Context: an optimization exercise on an open-source flow, tuned for small area, a short achievable clock period and few clock cycles per item. The choices shown serve that exercise and are no tape-out recipe. The RTL was checked by simulation tests, not by an equivalence proof against the original design.

Design mc10_fsk_runs, start of the top module:
module mc10_fsk_runs (
    input  wire        clk,
    input  wire        rst,
    input  wire        in_valid,
    input  wire [15:0] in_sample,
    input  wire        in_last,
    output wire        in_ready,
    output reg         run_valid,
    output wire [19:0] run_len,
    output reg         done_valid,
    output reg         done_trunc,
    output wire [19:0] done_trunc_idx,
    output wire [19:0] done_count,
    output wire        done_nosig
);
make LEC_CHECK=0 ABC_AREA=1 CAP_MARGIN=60 CORE_MARGIN=2 CORE_UTILIZATION=60 CTS_CLUSTER_DIAMETER=100 CTS_CLUSTER_SIZE=22 SETUP_SLACK_MARGIN=5 SLEW_MARGIN=60 finish   # period 12.0 ns
run.sh (not shown) runs the stock make flow with config.mk's settings and CLKGATE_MAP_FILE= SYNTH_SCRIPT=/design/flow/synth_recipe.tcl, a recipe that flattens the netlist after the stock synthesis.
Testbench counts at the start, summed over its fixed seeds: cycles 239,378, samples 234,355.
Rerun with:
--- a/flow/design.v
+++ b/flow/design.v
@@ -55,17 +55,16 @@
     end
     wire [15:0] rd_s = fmem[raddr];
     wire        rd_l = (lpv0 & (lpos0 == raddr)) | (lpv1 & (lpos1 == raddr));
     wire [16:0] rd = {rd_l, rd_s};
     reg [4:0]  state;
     reg        ret_low;           
     reg        hv;                
     reg [15:0] hs;
-    reg [19:0] hx;                
     reg        hl;
     reg [3:0]  lv;                
     reg [15:0] ls0, ls1, ls2, ls3;    
     reg [19:0] lx0, lx1, lx2, lx3;    
     reg        ll0, ll1, ll2, ll3;    
     reg [60*16-1:0] tv;           
     reg [5:0]  rofs;              
     reg        rot_st;            
@@ -92,19 +91,18 @@
     reg [16:0] span_r;            
     reg [19:0] span10_r;          
     reg        bdly;              
     reg        nosig_r;
     reg        scv;               
     reg [15:0] scs;
     reg        scl;
     reg        scan_on;           
-    reg [19:0] outr;
-    assign run_len        = outr;
-    assign done_trunc_idx = outr;
+    assign run_len        = run;
+    assign done_trunc_idx = run;
     assign done_count     = count;
     assign done_nosig     = nosig_r;
     wire [15:0] t59   = tv[59*16 +: 16];
     wire [15:0] old_s = t59;
     reg         rn_ok;            
     reg         adv_ok;           
     reg  [3:0] fa;                
     reg  [3:0] fr;                
@@ -286,17 +284,17 @@
     wire [3:0] fsel;
     assign fsel[0] = hv & ~lv_s[0];
     assign fsel[1] = hv & ~lv_s[1] & lv_s[0];
     assign fsel[2] = hv & ~lv_s[2] & lv_s[1];
     assign fsel[3] = hv & ~lv_s[3] & lv_s[2];
     wire       take_h = |fsel;
     wire       fne    = (fcnt != 0);
     wire       hload  = fne & (~hv | take_h);
-    wire [19:0] rdx   = {rd_s, 4'd0} - {{4{rd_s[15]}}, rd_s};
+    wire [19:0] hx    = {hs, 4'd0} - {{4{hs[15]}}, hs};
     wire signed [15:0] hsv = hs;
     wire signed [22:0] mh  = {hx[19], hx, 2'b00};
     wire [15:0] t58   = tv[58*16 +: 16];
     wire        nvt_a = nvt59;
     wire        nvt_h = nvt60;
     wire signed [15:0] src_a = lv[1] ? ls1 : hs;
     wire signed [15:0] src_h = lv[0] ? ls0 : hs;
     wire signed [16:0] t58e  = {t58[15], t58};
@@ -308,24 +306,29 @@
     wire signed [21:0] rn_h  = R  + {{6{ls0v[15]}}, ls0v} - t58y;
     wire signed [22:0] Rnx   = {Rn[21], Rn};
     wire gtA0 = ~ltA0 & (m0 != A);
     wire gtA1 = ~ltA1 & (m1 != A);
     wire gtA2 = A < m2;
     wire gtA3 = A < m3;
     wire ltA0 = m0 < A;
     wire ltA1 = m1 < A;
-    wire gtHA = A < mh;
-    wire gtHR = Rx < mh;
+    wire signed [24:0] h64 = {{3{hsv[15]}}, hsv, 6'd0};
+    wire signed [24:0] h4  = {{7{hsv[15]}}, hsv, 2'd0};
+    wire signed [24:0] qha = {{2{A[22]}}, A} - h64 + h4;
+    wire signed [24:0] qhr = {{3{R[21]}}, R} - h64 + h4;
+    wire gtHA = qha[24];
+    wire gtHR = qhr[24];
     wire ltB0 = m0 < B;
     wire ltB1 = m1 < B;
     wire gtRn0 = Rnx < m1;
     wire gtRn1 = Rnx < m2;
     wire gtRn2 = Rnx < m3;
-    wire gtRn3 = Rnx < mh;
+    wire signed [24:0] q3 = {{3{Rn[21]}}, Rn} - h64 + h4;
+    wire gtRn3 = q3[24];
     wire a_to_r = tnew & since_full;
     wire b_ld   = !bvalid && !bdly && (state == S_HIGH || state == S_LOW || state == S_TSTART);
     wire b_chg  = (state == S_D2) | (state == S_BC2) | b_ld;
     wire [3:0] srcH = adv ? {1'b1, ~lv[3:1]} : ~lv;
     wire [3:0] gtA_sh = {1'b0, gtA3, gtA2, gtA1};
     wire [3:0] gtA_ho = {gtA3, gtA2, gtA1, gtA0};
     wire [3:0] fr_sh  = {1'b0, fr[3:1]};
     wire [3:0] gtRn   = {1'b0, gtRn2, gtRn1, gtRn0};
@@ -440,17 +443,17 @@
             end else if (!bvalid) begin
                 bvalid <= 1'b1;
             end
             if (state == S_LOW && (nstate == S_ROT || nstate == S_BC1))
                 ret_low <= 1'b1;
             else if (state == S_SCEND)
                 ret_low <= 1'b0;
         end
-        if (hload) begin hs <= rd[15:0]; hx <= rdx; hl <= rd[16]; end
+        if (hload) begin hs <= rd[15:0]; hl <= rd[16]; end
         if (adv | fill[0]) begin
             if (lv[1]) begin ls0 <= ls1; lx0 <= lx1; ll0 <= ll1; end
             else       begin ls0 <= hs;  lx0 <= hx;  ll0 <= hl;  end
         end
         if (adv | fill[1]) begin
             if (lv[2]) begin ls1 <= ls2; lx1 <= lx2; ll1 <= ll2; end
             else       begin ls1 <= hs;  lx1 <= hx;  ll1 <= hl;  end
         end
@@ -513,21 +516,19 @@
         bcin_r   <= (state == S_BC1B) & (rem != 6'd0);
         if (f_reset) begin
             fmax <= f_inc ? f_in : 16'sh8000;
             fmin <= f_inc ? f_in : 16'sh7fff;
         end else if (f_inc) begin
             if (f_in > fmax) fmax <= f_in;
             if (f_in < fmin) fmin <= f_in;
         end
-        if (report)
-            outr <= run;
-        else if (state == S_TRUNC)
-            outr <= idx - run;
-        if (tnew || anchor_ev || state == S_DONE) begin
+        if (state == S_TRUNC) begin
+            run <= idx - run;
+        end else if (tnew || anchor_ev || state == S_DONE) begin
             run    <= adv_h ? 20'd1 : 20'd0;
             run_nz <= adv_h;
         end else if (adv_h) begin
             run    <= run + 20'd1;
             run_nz <= 1'b1;
         end
         if (tnew || anchor_ev || state == S_DONE)
             skip <= 6'd0;
Result: The changed run completed with no timing, DRC or antenna violations; register-to-register slack gains 1.3 ns; cell area came out lower by 0.69%; non-clock buffer count rises by 2; wire length grows by 0.54%; sequential share of layout area fell by 0.70 points; sequential cell count is lower by 39; synthesized area came out lower by about 0.65%; setup slack gets better by 1.1 ns; global-route usage rises by 0.49 points; cell count fell by about 1%; core utilization goes up by 0.21 points; die area falls by about 0.64%; first-iteration DRC count goes down by about 2.7%; critical path depth decreases by 20.
Testbench counts after the change, summed over its fixed seeds: cycles 239,378, samples 234,355.

re-timing with driven ports:
The flow's constraints put no driver on any port. The routed layouts listed below were extracted and timed again, unchanged, in two steps.
Step 1: set_driving_cell puts a clkbuf_16 on clk and a buf_2 on each other input, an assumption about the parent block.
Step 2 moves the port delays by t, midway between the first and last clock arrival at a register: inputs arrive t later, outputs are due t later. That takes back most of the time a late clock gives input paths.
Three values: no drivers, after step 1, after step 2; two values: the first two.
run	shift t [ns]	slack for setup (ns)	worst setup path at the end	latest minus earliest clock arrival (ns)
the first run	0.919	6.627 / 6.627 / 6.627	register to register	0.073 / 0.074
the second run	0.881	7.684 / 7.592 / 7.950	register to register	0.068 / 0.067
After both steps every run listed still meets setup and hold.
